This design comes from an exercise in tuning for small area, a short achievable clock period and few clock cycles per item on the open sky130 flow, not from production work. The RTL was checked by simulation tests, not by an equivalence proof against the original design. Power figures rest on the tool's default switching activity, not on a simulated workload.

==> v38 <==
==> flow/design.v (excerpt) <==
module bfm (
    input  wire        clk,
    input  wire        rst,
    input  wire [6:0]  dev_addr,
    input  wire        cmd_valid,
    output wire        cmd_ready,
    input  wire [7:0]  cmd_op,
    input  wire [3:0]  cmd_reg,
    input  wire [3:0]  cmd_seg,
    input  wire [7:0]  cmd_n0,
    input  wire [7:0]  cmd_n1,
    input  wire [32:0] cmd_ival,
    input  wire [7:0]  cmd_raddr,
    input  wire [1:0]  cmd_mode,
    input  wire [7:0]  cmd_vlen,
    input  wire [63:0] cmd_vec,
    input  wire [7:0]  cmd_blen,
    input  wire [31:0] cmd_bytes,
    output wire        rsp_valid,
    input  wire        rsp_ready,
    output wire [7:0]  rsp_status,
    output wire [31:0] rsp_uval,
    output wire [32:0] rsp_sval,
    output wire [7:0]  rsp_n0,
    output wire [7:0]  rsp_n1,
    output wire [7:0]  rsp_raddr,
    output wire [1:0]  rsp_mode,
    output wire [5:0]  rsp_vlen,
    output wire [31:0] rsp_vec,
    output wire [2:0]  rsp_blen,
    output wire [31:0] rsp_bytes,
    output wire [1:0]  rsp_which,
    output wire [3:0]  rsp_name,
    output wire [7:0]  rsp_a,
    output wire [7:0]  rsp_b,
    output wire [31:0] rsp_mask,
    output wire        tr_req_valid,
    input  wire        tr_req_ready,
    output wire        tr_req_kind,
    output wire [6:0]  tr_req_dev,
    output wire [7:0]  tr_req_ra,
    output wire [2:0]  tr_req_count,
    output wire [2:0]  tr_req_wlen,
    output wire [31:0] tr_req_wbytes,
    input  wire        tr_rsp_valid,
    output wire        tr_rsp_ready,
    input  wire [7:0]  tr_rsp_status,
    input  wire [7:0]  tr_rsp_rlen,
    input  wire [31:0] tr_rsp_rbytes
);
export LEC_CHECK = 0
export ABC_AREA = 1
export CAP_MARGIN = 20
export CORE_MARGIN = 2
export CORE_UTILIZATION = 30
export SETUP_SLACK_MARGIN = 1.0
export SLEW_MARGIN = 20
create_clock -name core_clock -period 20.0 [get_ports {clk}]
standard.sh (not shown) runs the stock make flow with config.mk's settings and CLKGATE_MAP_FILE= SYNTH_SCRIPT=/design/flow/synth_recipe.tcl, a recipe that flattens the netlist after the stock synthesis.
==> flow/flow/run.sh <==
#!/bin/bash
# The standard layout (the standard.sh: standard synthesis, floorplan,
# placement, CTS, routing, finish), unchanged except that ORFS's
# repair_timing steps are asked to leave more setup slack than the
# 20 ns clock needs, so that they size and buffer the design for speed.
# The SDC (clock period, I/O delays, loads) is the standard flow's, untouched.
set -euo pipefail
cd "$(dirname "$0")/.."
bash standard.sh SETUP_SLACK_MARGIN=13.5 finish > flow_make.log 2>&1
==> v20 (differences from v38) <==
--- a/flow/design.v
+++ b/flow/design.v
@@ -84,16 +84,17 @@
     reg [7:0]  q_b;         
     reg [1:0]  q_m;         
     reg [5:0]  q_v;         
     reg        q_z;         
     reg [1:0]  q_u;
     reg        q_k;         
     reg [3:0]  rhit, shit;
-    reg [4:0]  w_lsb, w_msb;
-    reg [3:0]  w_name;
+    reg [4:0]  w_lsb;
+    wire [4:0] w_msb  = q_b[4:0];
+    wire [3:0] w_name = q_v[3:0];
     reg        we_set, we_shift, we_segadd, we_regadd, we_read;
     reg        x_seg, x_tc;   
     reg        t_fail;
     reg [1:0]  t_fidx;
     reg [6:0]  dev_q;
     assign cmd_ready     = st_idle;
     assign rsp_valid     = st_rsp;
@@ -153,95 +154,100 @@
         for (i = 0; i < 32; i = i + 1) begin
             i_vmask[i] = (cmd_vlen > i);
             i_vbits[i] = cmd_vec[2*i] & i_vmask[i];
             i_n0mask[i] = (cmd_n0 <= i);
         end
         i_vodd = 32'd0;
         for (i = 0; i < 32; i = i + 1)
-            i_vodd[i] = cmd_vec[2*i+1] & i_vmask[i];
-        i_vbad     = |i_vodd;
+            i_vodd[i] = cmd_vec[2*i+1];
+        i_vbad     = |(i_vodd & i_vmask);
         i_vbidx[4] = ~|i_vodd[15:0];
         p16        = i_vbidx[4] ? i_vodd[31:16] : i_vodd[15:0];
         i_vbidx[3] = ~|p16[7:0];
         p8         = i_vbidx[3] ? p16[15:8] : p16[7:0];
         i_vbidx[2] = ~|p8[3:0];
         p4         = i_vbidx[2] ? p8[7:4] : p8[3:0];
         i_vbidx[1] = ~|p4[1:0];
         p2         = i_vbidx[1] ? p4[3:2] : p4[1:0];
         i_vbidx[0] = ~p2[0];
         i_vsgn = 1'b0;
         for (i = 0; i < 32; i = i + 1)
-            if (cmd_vlen == i + 1) i_vsgn = cmd_vec[2*i];
+            i_vsgn = i_vsgn | ((cmd_vlen == i + 1) & cmd_vec[2*i]);
         i_vext = ~i_vmask & {32{i_vsgn}};
     end
     wire       i_range = cmd_ival[32] | (|(cmd_ival[31:0] & i_n0mask));
     wire       i_vgt32 = cmd_vlen > 8'd32;
     wire [7:0] i_vm1   = cmd_vlen - 8'd1;
     wire [8:0] i_n0pad = {1'b0, cmd_n0} + 9'd7;
     wire [5:0] i_vpad  = cmd_vlen[5:0] + 6'd7;
     reg [3:0]  i_rhit, i_shit;
-    reg [15:0] i_slot;
-    reg [31:0] i_pack;
-    reg [4:0]  i_slsb, i_smsb;
+    reg [15:0] sm;                  
+    reg [31:0] i_pack, r_pack [0:3];
+    reg [4:0]  i_slsb, i_smsb, r_slsb [0:3], r_smsb [0:3];
+    reg [5:0]  wid_t [0:15];
+    reg [5:0]  i_swid, r_swid [0:3];
+    reg [2:0]  i_need, r_need [0:3];
+    reg        i_leneq, f_blneed, i_sany;
+    reg [3:0]  r_leneq, r_blneed, r_sany;
     reg [2:0]  i_nsegs;
     reg [7:0]  i_raddr, i_tot;
     reg [1:0]  i_mode;
     reg [2:0]  i_wlen, i_cnt;
     reg [4:0]  i_tbytes;
     reg        i_wok, i_rcap;
     reg [7:0]  tpad_r [0:3];
     always @* begin
         for (r = 0; r < 4; r = r + 1)
             i_rhit[r] = (r < nregs) && (reg_name[r] == cmd_reg);
-        for (r = 0; r < 4; r = r + 1)
-            for (s = 0; s < 4; s = s + 1)
-                i_slot[r*4+s] = i_rhit[r] && (s < reg_nsegs[r]) &&
-                                (seg_name[r*4+s] == cmd_seg);
-        for (s = 0; s < 4; s = s + 1)
-            i_shit[s] = i_slot[s] | i_slot[4+s] | i_slot[8+s] | i_slot[12+s];
-        i_pack = 32'd0; i_slsb = 5'd0; i_smsb = 5'd0;
-        for (t = 0; t < 16; t = t + 1) begin
-            i_pack  = i_pack  | ({32{i_rhit[t/4] && ((t%4) < reg_nsegs[t/4])}} & seg_bits[t]);
-            i_slsb  = i_slsb  | ({5{i_slot[t]}} & seg_lsb[t]);
-            i_smsb  = i_smsb  | ({5{i_slot[t]}} & seg_msb[t]);
+        for (r = 0; r < 4; r = r + 1) begin
+            r_pack[r] = 32'd0; r_slsb[r] = 5'd0; r_smsb[r] = 5'd0; r_swid[r] = 6'd0;
+            r_need[r] = 3'd0; r_leneq[r] = 1'b0; r_blneed[r] = 1'b0; r_sany[r] = 1'b0;
+            for (s = 0; s < 4; s = s + 1) begin
+                t = r*4+s;
+                sm[t]     = (s < reg_nsegs[r]) && (seg_name[t] == cmd_seg);
+                wid_t[t]  = {1'b0, seg_msb[t]} - {1'b0, seg_lsb[t]} + 6'd1;
+                r_pack[r] = r_pack[r] | ({32{s < reg_nsegs[r]}} & seg_bits[t]);
+                r_slsb[r] = r_slsb[r] | ({5{sm[t]}} & seg_lsb[t]);
+                r_smsb[r] = r_smsb[r] | ({5{sm[t]}} & seg_msb[t]);
+                r_swid[r] = r_swid[r] | ({6{sm[t]}} & wid_t[t]);
+                r_need[r] = r_need[r] | ({3{sm[t]}} & ({1'b0, seg_msb[t][4:3]} + 3'd1));
+                r_leneq[r]  = r_leneq[r]  | (sm[t] & (cmd_vlen == {2'd0, wid_t[t]}));
+                r_blneed[r] = r_blneed[r] | (sm[t] & (cmd_blen[2:0] <= {1'b0, seg_msb[t][4:3]}));
+                r_sany[r]   = r_sany[r] | sm[t];
+            end
         end
+        for (s = 0; s < 4; s = s + 1)
+            i_shit[s] = (i_rhit[0] & sm[s]) | (i_rhit[1] & sm[4+s]) |
+                        (i_rhit[2] & sm[8+s]) | (i_rhit[3] & sm[12+s]);
+        i_pack = 32'd0; i_slsb = 5'd0; i_smsb = 5'd0; i_swid = 6'd0; i_need = 3'd0;
+        i_leneq = 1'b0; f_blneed = 1'b0; i_sany = 1'b0;
         i_nsegs = 3'd0; i_raddr = 8'd0; i_tot = 8'd0; i_mode = 2'd0; i_wok = 1'b0;
         i_wlen = 3'd0; i_cnt = 3'd0; i_tbytes = 5'd0; i_rcap = 1'b0;
         for (r = 0; r < 4; r = r + 1) begin
+            i_pack   = i_pack   | ({32{i_rhit[r]}} & r_pack[r]);
+            i_slsb   = i_slsb   | ({5{i_rhit[r]}} & r_slsb[r]);
+            i_smsb   = i_smsb   | ({5{i_rhit[r]}} & r_smsb[r]);
+            i_swid   = i_swid   | ({6{i_rhit[r]}} & r_swid[r]);
+            i_need   = i_need   | ({3{i_rhit[r]}} & r_need[r]);
+            i_leneq  = i_leneq  | (i_rhit[r] & r_leneq[r]);
+            f_blneed = f_blneed | (i_rhit[r] & r_blneed[r]);
+            i_sany   = i_sany   | (i_rhit[r] & r_sany[r]);
             tpad_r[r] = reg_tot[r] + 8'd7;
             i_wlen   = i_wlen   | ({3{i_rhit[r]}} & ({1'b0, reg_wl[r]} + 3'd1));
             i_cnt    = i_cnt    | ({3{i_rhit[r]}} & tpad_r[r][5:3]);
             i_tbytes = i_tbytes | ({5{i_rhit[r]}} & tpad_r[r][7:3]);
             i_rcap   = i_rcap   | (i_rhit[r] & (reg_tot[r] <= 8'd32));
-            i_nsegs = i_nsegs | ({3{i_rhit[r]}} & reg_nsegs[r]);
-            i_raddr = i_raddr | ({8{i_rhit[r]}} & reg_raddr[r]);
-            i_tot   = i_tot   | ({8{i_rhit[r]}} & reg_tot[r]);
-            i_mode  = i_mode  | ({2{i_rhit[r]}} & reg_mode[r]);
-            i_wok   = i_wok   | (i_rhit[r] & reg_wok[r]);
+            i_nsegs  = i_nsegs  | ({3{i_rhit[r]}} & reg_nsegs[r]);
+            i_raddr  = i_raddr  | ({8{i_rhit[r]}} & reg_raddr[r]);
+            i_tot    = i_tot    | ({8{i_rhit[r]}} & reg_tot[r]);
+            i_mode   = i_mode   | ({2{i_rhit[r]}} & reg_mode[r]);
+            i_wok    = i_wok    | (i_rhit[r] & reg_wok[r]);
         end
     end
     wire i_rany = |i_rhit;
-    wire i_sany = |i_slot;
-    wire [5:0]  i_width = {1'b0, i_smsb} - {1'b0, i_slsb} + 6'd1;
-    reg [5:0]  wid_t [0:15];
-    reg [15:0] eq_t;
-    reg [5:0]  i_swid;
-    reg        i_leneq, f_blneed;
-    reg [2:0]  i_need;
-    always @* begin
-        i_swid = 6'd0; i_leneq = 1'b0; i_need = 3'd0; f_blneed = 1'b0;
-        for (t = 0; t < 16; t = t + 1) begin
-            i_need   = i_need | ({3{i_slot[t]}} & ({1'b0, seg_msb[t][4:3]} + 3'd1));
-            f_blneed = f_blneed | (i_slot[t] & (cmd_blen[2:0] <= {1'b0, seg_msb[t][4:3]}));
-            wid_t[t] = {1'b0, seg_msb[t]} - {1'b0, seg_lsb[t]} + 6'd1;
-            eq_t[t]  = (cmd_vlen == {2'd0, wid_t[t]});
-            i_swid   = i_swid | ({6{i_slot[t]}} & wid_t[t]);
-            i_leneq  = i_leneq | (i_slot[t] & eq_t[t]);
-        end
-    end
     wire c_vec   = i_toint | i_totc | i_pad;
     wire c_rinfo = i_regget | i_totbits | i_totbytes;
     wire c_sread = i_segget | i_segint | i_segtc;
     wire c_segop = i_setbits | i_segupd | c_sread;
     wire f_n0gt32 = cmd_n0 > 8'd32;
     wire f_n0gtn1 = cmd_n0 > cmd_n1;
     wire f_n1ge32 = cmd_n1 >= 8'd32;
@@ -445,18 +451,16 @@
         if (st_idle) begin
             q_st <= n_st; q_r <= n_r; q_s <= n_s; q_a <= n_a; q_b <= n_b;
             q_m <= n_m; q_v <= n_v; q_z <= n_z; q_k <= i_write;
             q_u  <= {i_shit[3] | i_shit[2], i_shit[3] | i_shit[1]};
             rhit <= i_rhit;
             shit <= i_shit;
             w_lsb  <= i_segadd ? cmd_n0[4:0] : i_slsb;
-            w_msb  <= i_segadd ? cmd_n1[4:0] : i_smsb;
             x_seg  <= i_segget | i_segint | i_segtc;
             x_tc   <= i_segtc;
-            w_name <= i_regadd ? cmd_reg : cmd_seg;
         end
         if (st_ex) begin
             if (x_seg) begin
                 q_r <= x_shr | x_ext;
                 q_s <= x_sgn;
                 q_v <= x_width;
             end else begin
==> flow/flow/run.sh (replaced) <==
#!/bin/bash
# The standard layout (the standard.sh: standard synthesis, floorplan,
# placement, CTS, routing, finish), unchanged except that ORFS's
# repair_timing steps are asked to leave more setup slack than the
# 20 ns clock needs, so that they size and buffer the design for speed.
# The SDC (clock period, I/O delays, loads) is the standard flow's, untouched.
set -euo pipefail
cd "$(dirname "$0")/.."
bash standard.sh SETUP_SLACK_MARGIN=15 finish > flow_make.log 2>&1
Settings changed: CORE_UTILIZATION 30 to 55.
==> v30 (differences from v38) <==
==> flow/run.sh (new file) <==
#!/bin/bash
# synth_recipe.tcl (not shown) runs the flow's synth.tcl, then flattens the netlist and writes it again
# the make line also repeats each setting of config.mk as NAME=value (left out here)
make -C /OpenROAD-flow-scripts/flow DESIGN_CONFIG=/design/flow/config.mk WORK_HOME=/design/flow/orfs CLKGATE_MAP_FILE= SYNTH_SCRIPT=/design/flow/synth_recipe.tcl finish
removed: flow/flow/run.sh
removed: flow/standard.sh
==> key figures <==
Setup path
  • Req. time, crit path: 20700 ps

Placed design
  • Gpl congestion: 1.04
  • Placed Instance Area: 75700 um2
  • Final HPWL DP: 367 mm

Detailed routing
  • First-pass DRT Iterations: 7

Final layout
  • Signal inverters: 1016
  • Fill cells: 23206

Synth
  • Post-synth top area share: 41.7%

Floorplanning
  • Num tapcells: 2975
  • Die span in x: 476 um

Power and ir drop
  • Top power group: registers

Run status
  • Status: no timing/DRC/antenna violations

Worst hold path
  • Worst Hold Class: reg2reg

STA
  • Slew headroom: 12.4%
Source of the figures above: v30

==> key figures <==
Floorplanning
  • Num tapcells: 2975
  • Die span in x: 476 um

Final layout
  • Clkbuf count: 123
  • Fill cells: 22424
  • Signal inverters: 1020

Placed design
  • Final HPWL DP: 325 mm
  • Placed Instance Area: 75500 um2
  • Gpl congestion: 1.19

Clocking
  • Clock Path Buffers: 3
  • Num CTS Buffers: 108
  • CTS Hold Buffers Added: 0

Power and ir drop
  • Top power group: registers
  • Pint: 3800 uW
  • P_sw: 1930 uW

Worst hold path
  • Worst Hold Class: reg2reg

Setup path
  • Req. time, crit path: 20540 ps

Detailed routing
  • First-pass DRT Iterations: 13

STA
  • Slew headroom: 10.0%

Synth
  • Post-synth top area share: 41.7%

Run status
  • Status: no timing/DRC/antenna violations
Source of the figures above: v38

==> key figures <==
Run status
  • Status: did not finish
  • Halt point of the flow: global routing
  • Tool error: [ERROR GRT-0232] Routing congestion too high. Check the congestion heatmap in the GUI.

Placed design
  • Final HPWL DP: 309 mm
  • Gpl congestion: 1.25
  • Placed Instance Area: 75400 um2

GRT
  • Total gr overflow: 196
  • Global routing usage on met2: 90.0%

Floorplanning
  • Io pins: 532
  • Die span in x: 358 um

Synth
  • Synth Area per Inst: 7.69 um2
  • Area contributors post-synth: edfxtp_1 (40%), nand2_1 (13%), nand3_1 (4.9%)
  • Post-synth top area share: 40.2%
Source of the figures above: v20

Testbench counts of v38, summed over its fixed seeds: cycles 8,248, items 3,200.
Testbench counts of v20, summed over its fixed seeds: cycles 8,248, items 3,200.
Testbench counts of v30, summed over its fixed seeds: cycles 8,248, items 3,200.

## afterwards: timing with drivers on the ports
In the flow no input, the clock included, has a driving cell. The finished layouts below were timed again as built, in two steps.
Step 1 (the two cells are an assumption about what drives the block):
set clk [get_ports {clk}]
set_driving_cell -lib_cell sky130_fd_sc_hd__clkbuf_16 $clk
set_driving_cell -lib_cell sky130_fd_sc_hd__buf_2 [delete_from_list [all_inputs] $clk]
Step 2 adds t to the input delays and takes it off the output delays; t is the mean of the earliest and latest rising clock arrival at the registers after step 1. Input paths then give back, and output paths get back, about the clock's delay inside the block.
a / b / c = no drivers / after step 1 / after step 2; a / b = the first two.
run	shift t [ns]	setup WS [ns]	hold WS [ns]	worst setup path after step 2	clock arrival spread, ns
v38	0.903	13.285 / 13.296 / 12.406	0.584 / 0.584 / 0.584	input to register	0.064 / 0.065
v30	0.898	10.573 / 10.567 / 9.669	0.486 / 0.486 / 0.486	input to register	0.092 / 0.092
After both steps every run listed still meets setup and hold. The setup slack of v30, which loses most, moves by -0.006 ns with the drivers and by -0.904 ns with both steps.
